What follows belongs to an exercise in optimizing a design on an open flow for small area, a short achievable clock period and few clock cycles; a production flow would make more cautious choices. The RTL was checked by simulation tests, not by an equivalence proof against the original design. No activity file was given, so power comes from the tool's default toggle rates.

PW:
==> flow/design.v <==
module lz77_dec (
    input  wire        clk,
    input  wire        rst,              
    input  wire        start,
    input  wire [15:0] npix,             
    output wire        busy,
    output wire        done,             
    output wire        err,              
    input  wire        in_valid,
    output wire        in_ready,
    input  wire [7:0]  in_byte,
    output wire        out_valid,
    input  wire        out_ready,
    output wire [23:0] out_pixel         
);
    localparam SW_N = 17;
    reg              busy_r;             
    reg              fin;                
    reg              err_r;
    reg              first;              
    reg [15:0]       prem;               
    reg [3:0]        rs;                 
    reg              t_v;                
    reg              t_copy;             
    reg [3:0]        t_val;              
    reg [3:0]        t_rem;              
    reg [7:0]        q;                  
    reg              q_v;
    reg [4*SW_N-1:0] sw;                 
    reg [1:0]        ph;                 
    reg [7:0]        pend;               
    reg              ov;
    reg [11:0]       pix;
    assign done      = busy_r && fin && !ov;
    assign busy      = busy_r && !done;
    assign err       = err_r;
    assign out_valid = ov;
    assign out_pixel = {pix[11:8], 4'h0, pix[7:4], 4'h0, pix[3:0], 4'h0};
    wire       t_last  = (t_rem <= 4'd3);
    wire [1:0] n       = t_last ? t_rem[1:0] : 2'd3;
    wire       t_err   = t_copy && (first || (t_rem > rs));
    wire       more    = !(t_copy && first) && (rs > t_rem);
    wire [3:0] x0 = t_copy ? sw[4*t_val +: 4] : t_val;
    wire [3:0] x1 = sw[4*t_val + 4 +: 4];
    wire [3:0] x2 = (t_val == 4'd15) ? sw[4*15 +: 4] : sw[4*t_val + 8 +: 4];
    wire stall = ov && !out_ready;
    wire go    = busy_r && !fin && t_v && !stall;
    wire dec   = go && !t_err;           
    wire t_free = !t_v || (go && (t_last || t_err));
    assign in_ready = busy_r && !fin && !q_v && (!t_v || more);
    wire take_in = in_valid && in_ready;
    wire take_cmd = start && !busy;
    wire [2:0] tot = {1'b0, ph} + {1'b0, n};
    wire       pix_done = dec && (tot >= 3'd3);
    reg  [11:0] pix_n;
    reg  [7:0]  pend_n;
    always @* begin
        case (ph)
            2'd0:    pix_n = {x0, x1, x2};
            2'd1:    pix_n = {pend[3:0], x0, x1};
            default: pix_n = {pend[7:4], pend[3:0], x0};
        endcase
        case (tot)
            3'd1:    pend_n = {4'h0, x0};                    
            3'd2:    pend_n = (ph == 2'd0) ? {x0, x1} : {pend[3:0], x0};
            3'd4:    pend_n = {4'h0, (ph == 2'd1) ? x2 : x1};
            3'd5:    pend_n = {x1, x2};                      
            default: pend_n = pend;
        endcase
    end
    wire [1:0] ph_n = (tot >= 3'd3) ? tot[1:0] - 2'd3 : tot[1:0];
    wire [15:0] prem_n = prem - {15'd0, pix_done};
    wire [5:0]  r3     = {prem_n[2:0], 1'b0} + {1'b0, prem_n[2:0]};
    wire [3:0]  rs_n   = (prem_n[15:3] != 13'd0 || r3 > 6'd17)
                         ? 4'd15 : (r3[3:0] - {2'b00, ph_n});
    wire [5:0]  r3s    = {npix[2:0], 1'b0} + {1'b0, npix[2:0]};
    wire [3:0]  rs_s   = (npix[15:3] != 13'd0 || r3s > 6'd15) ? 4'd15 : r3s[3:0];
    wire [7:0] nb = q_v ? q : in_byte;
    always @(posedge clk) begin
        if (dec) begin
            if (first)
                sw <= {SW_N{t_val}};
            else case (n)
                2'd1:    sw <= {x0, sw[4*SW_N-1:4]};
                2'd2:    sw <= {x1, x0, sw[4*SW_N-1:8]};
                default: sw <= {x2, x1, x0, sw[4*SW_N-1:12]};
            endcase
            pend <= pend_n;
        end
        if (pix_done)
            pix <= pix_n;
        if (take_in && !(t_free && !q_v))
            q <= in_byte;
        if (t_free) begin
            t_copy <= nb[7];
            t_val  <= nb[7] ? nb[3:0] : nb[6:3];
            t_rem  <= nb[7] ? {1'b0, nb[6:4]} + 4'd2 : 4'd1;
        end else if (go) begin
            t_rem  <= t_rem - 4'd3;
        end
    end
    always @(posedge clk) begin
        if (rst) begin
            busy_r <= 1'b0;
            fin    <= 1'b0;
            err_r  <= 1'b0;
            first  <= 1'b0;
            prem   <= 16'd0;
            rs     <= 4'd0;
            t_v    <= 1'b0;
            q_v    <= 1'b0;
            ph     <= 2'd0;
            ov     <= 1'b0;
        end else begin
            if (ov && out_ready)
                ov <= 1'b0;
            if (pix_done)
                ov <= 1'b1;
            if (take_cmd) begin
                busy_r <= 1'b1;
                fin    <= (npix == 16'd0);
                err_r  <= 1'b0;
                first  <= 1'b1;
                prem   <= npix;
                rs     <= rs_s;
                t_v    <= 1'b0;
                q_v    <= 1'b0;
                ph     <= 2'd0;
            end else begin
                if (done)
                    busy_r <= 1'b0;
                if (go) begin
                    if (t_err) begin
                        err_r <= 1'b1;
                        fin   <= 1'b1;
                    end else begin
                        first <= 1'b0;
                        prem  <= prem_n;
                        rs    <= rs_n;
                        ph    <= ph_n;
                        if (rs == {2'b00, n})
                            fin <= 1'b1;
                    end
                end
                if (t_free) begin
                    t_v <= q_v || take_in;
                    q_v <= 1'b0;
                end else if (take_in) begin
                    q_v <= 1'b1;
                end
            end
        end
    end
endmodule
make LEC_CHECK=0 CAP_MARGIN=20 CORE_MARGIN=2 CORE_UTILIZATION=40 SETUP_SLACK_MARGIN=4 SLEW_MARGIN=20 finish   # period 8.0 ns
run.sh (not shown) runs the stock make flow with config.mk's settings and CLKGATE_MAP_FILE= SYNTH_SCRIPT=/design/flow/synth_recipe.tcl, a recipe that flattens the netlist after the stock synthesis.
PW went all the way through the flow, and no timing, DRC or antenna check failed.
Testbench counts of PW, summed over its fixed seeds: cycles 47,934.
Inputs modified between PW and MS:
- clearing SETUP_SLACK_MARGIN, which used to be 4
As far as total placed cells including tap cells is concerned, MS and PW perform about the same.
Taking PW as the reference, in MS met2 routed wirelength shows a reduction of 470 um, worst setup slack shows a reduction of 1730 ps.
Global-route usage over all layers was higher in the run labelled PW.
Diff MS and PW: worst hold slack higher in MS
Against PW, MS comes in about 30% lower on maximum achievable frequency.
Delta (MS minus PW): number of nets at the end of the flow -24; wire length of the first global-routing pass -about 3.4%.
Wire length in MS vs PW: down 1000 um

* * *

Another version of the RTL of lz77_dec (not shown whole).
Size in the first run: about 840 cells after synthesis, about 58 I/O pins.
// lz77_dec
module lz77_dec (
    input  wire        clk,
    input  wire        rst,              
    input  wire        start,
    input  wire [15:0] npix,             
    output wire        busy,
    output wire        done,             
    output wire        err,              
    input  wire        in_valid,
    output wire        in_ready,
    input  wire [7:0]  in_byte,
    output wire        out_valid,
    input  wire        out_ready,
    output wire [23:0] out_pixel         
);
    localparam SW_N = 17;
    reg              busy_r;             
    reg              fin;                
    reg              err_r;
    reg              first;              
    reg [15:0]       prem;               
    reg [3:0]        rs;                 
    reg              t_v;                
    reg              t_copy;             
    reg [3:0]        t_val;              
    reg [3:0]        t_rem;              
    reg [2:0]        t_n;                
    reg              t_err;              
    reg              t_more;             
    reg [7:0]        q;                  
    reg              q_v;
    reg [4*SW_N-1:0] sw;                 
  ...
==> flow/config.mk <==
export PLATFORM = sky130hd
export DESIGN_NAME = lz77_dec
export DESIGN_NICKNAME = lz77_dec
export VERILOG_FILES = /design/flow/design.v
export SDC_FILE = /design/flow/constraint.sdc
export NUM_CORES = 4
export LEC_CHECK = 0
export CAP_MARGIN = 20
export CORE_MARGIN = 2
export CORE_UTILIZATION = 40
export SETUP_SLACK_MARGIN = 4.5
export SLEW_MARGIN = 20
==> flow/constraint.sdc <==
create_clock -name core_clock -period 8.0 [get_ports {clk}]
set_input_delay 1.6000 -clock core_clock [delete_from_list [all_inputs] [get_ports {clk}]]
set_output_delay 1.6000 -clock core_clock [all_outputs]
set_load 0.01 [all_outputs]
Testbench counts at the start, summed over its fixed seeds: cycles 47,934.
Change:
Settings changed: SETUP_SLACK_MARGIN 4.5 to 5.
The new run completed without violations.
Hold slack gets worse by 0.013 ns.
Die area does not change.
Non-clock buffer count is higher by 26.
Sequential power stays flat.
Global-route usage climbs by 1.3 points.
Setup slack gains 0.38 ns.

* * *

run X:
Another version of the RTL of lz77_dec (not shown whole).
For scale: about 58 I/O pins, roughly 9300 sq um of cells after synthesis.
make LEC_CHECK=0 CAP_MARGIN=20 CORE_MARGIN=2 CORE_UTILIZATION=40 SLEW_MARGIN=20 finish   # period 8.0 ns
Run X finished end to end and its layout was clean on timing, DRC and antenna.
Testbench counts of run X, summed over its fixed seeds: cycles 47,934.
Input changes introduced in run D (baseline for comparison: run X):
- SETUP_SLACK_MARGIN: unset -> 5
Findings:
Run D finished end to end and its layout was clean on timing, DRC and antenna. [compare] base=run X new=run D: total chip power saw an increase, maximum number of pins on one net before global-route repair saw little to no change, post-route clock period utilization saw a decrease, per-cell via count in the routed design saw little to no change, number of logic inverters in the finished layout saw an increase. The run with more setup slack is run D; run X has less. From run X to run D the numbers moved as follows: data required time of the worst path essentially unchanged, share of total power in combinational logic has increased, global-route usage over all layers increased 0.84 points, final standard cell utilization of the core went up.

* * *

== run A ==
lz77_dec, a different RTL version from the one above (not shown whole).
For scale: roughly 58 I/O pins, roughly 0.0085 mm² of cells after synthesis.
export LEC_CHECK = 0
export CAP_MARGIN = 20
export CORE_MARGIN = 2
export CORE_UTILIZATION = 50
export CTS_BUF_LIST = sky130_fd_sc_hd__clkbuf_8
export CTS_CLUSTER_SIZE = 30
export SETUP_SLACK_MARGIN = 5
export SLEW_MARGIN = 20
create_clock -name core_clock -period 8.0 [get_ports {clk}]
standard.sh (not shown) runs the stock make flow with config.mk's settings and CLKGATE_MAP_FILE= SYNTH_SCRIPT=/design/flow/synth_recipe.tcl, a recipe that flattens the netlist after the stock synthesis.
==> flow/flow/run.sh <==
#!/bin/bash
# The standard layout, with plain buffers (buf_2) on the ports instead of
# the delay-cell buffers that buffer_ports picks by default. The whole
# make output goes to standard.log; ORFS keeps each step's log under orfs/logs.
set -euo pipefail
export BUFFER_PORTS_ARGS="-buffer_cell sky130_fd_sc_hd__buf_2"
bash standard.sh > standard.log 2>&1
Run A ended with every stage complete and zero timing, DRC or antenna violations.
Testbench counts of run A, summed over its fixed seeds: cycles 47,934.
Setup changes, run A to run B
==> flow/flow/run.sh <==
#!/bin/bash
# The standard layout, with plain buffers (buf_1) on the ports instead of
# the delay-cell buffers that buffer_ports picks by default. The whole
# make output goes to standard.log; ORFS keeps each step's log under orfs/logs.
set -euo pipefail
export BUFFER_PORTS_ARGS="-buffer_cell sky130_fd_sc_hd__buf_1"
bash standard.sh > standard.log 2>&1
Results
Run B: no failed stages, no open violations at the end. From run A to run B the numbers moved as follows: met2 wire length moved up; power density relative to cell area rose by about 6%; post-cts resize count grew by 1; clock tree skew after final layout did not really move; via count climbed 60. Looking at run B and run A, the wire length on met1 is a wash. Run B: overall routing resource usage higher than run A. Compared run A against run B; area occupied by registers within noise. Cmp run B and run A / maximum net fanout on the critical path / higher: run B. Buffers inserted during post-CTS setup optimization, run B and run A: higher on run A. Number of tapcells delta (run A -> run B): insignificant.

-- re-timing with driven ports --
The results above use ideal ports. As a check the final layouts listed here were re-extracted and re-timed, cells and wires unchanged. Step 1, drivers: a clkbuf_16 drives clk and a buf_2 each remaining input, both assumed. Step 2 adds t to the input delays and takes it off the output delays; t is the mean of the earliest and latest rising clock arrival at the registers after step 1. Input paths then give back, and output paths get back, about the clock's delay inside the block. a / b / c = ideal / step 1 / step 2; a / b = the first two.
| run | t (ns) | slack for setup (ns) | latest minus earliest clock arrival (ns) |
|---|---|---|---|
| PW | 0.469 | 4.043 / 4.043 / 3.664 | 0.015 / 0.016 |
| MS | 0.469 | 2.312 / 2.336 / 1.867 | 0.014 / 0.014 |
| the first run of note 2 | 0.458 | 4.520 / 4.480 / 4.232 | 0.014 / 0.014 |
| the second run of note 2 | 0.468 | 4.901 / 4.854 / 4.518 | 0.011 / 0.010 |
| run X | 0.466 | 3.379 / 3.379 / 3.379 | 0.014 / 0.014 |
| run D | 0.472 | 4.002 / 4.002 / 4.002 | 0.013 / 0.014 |
| run A | 0.477 | 5.074 / 5.037 / 4.659 | 0.015 / 0.015 |
| run B | 0.478 | 5.034 / 4.997 / 4.712 | 0.014 / 0.013 |
After both steps every run listed still meets setup and hold. For MS, which loses most, drivers alone change the setup slack by +0.024 ns; drivers and shift together by -0.445 ns.
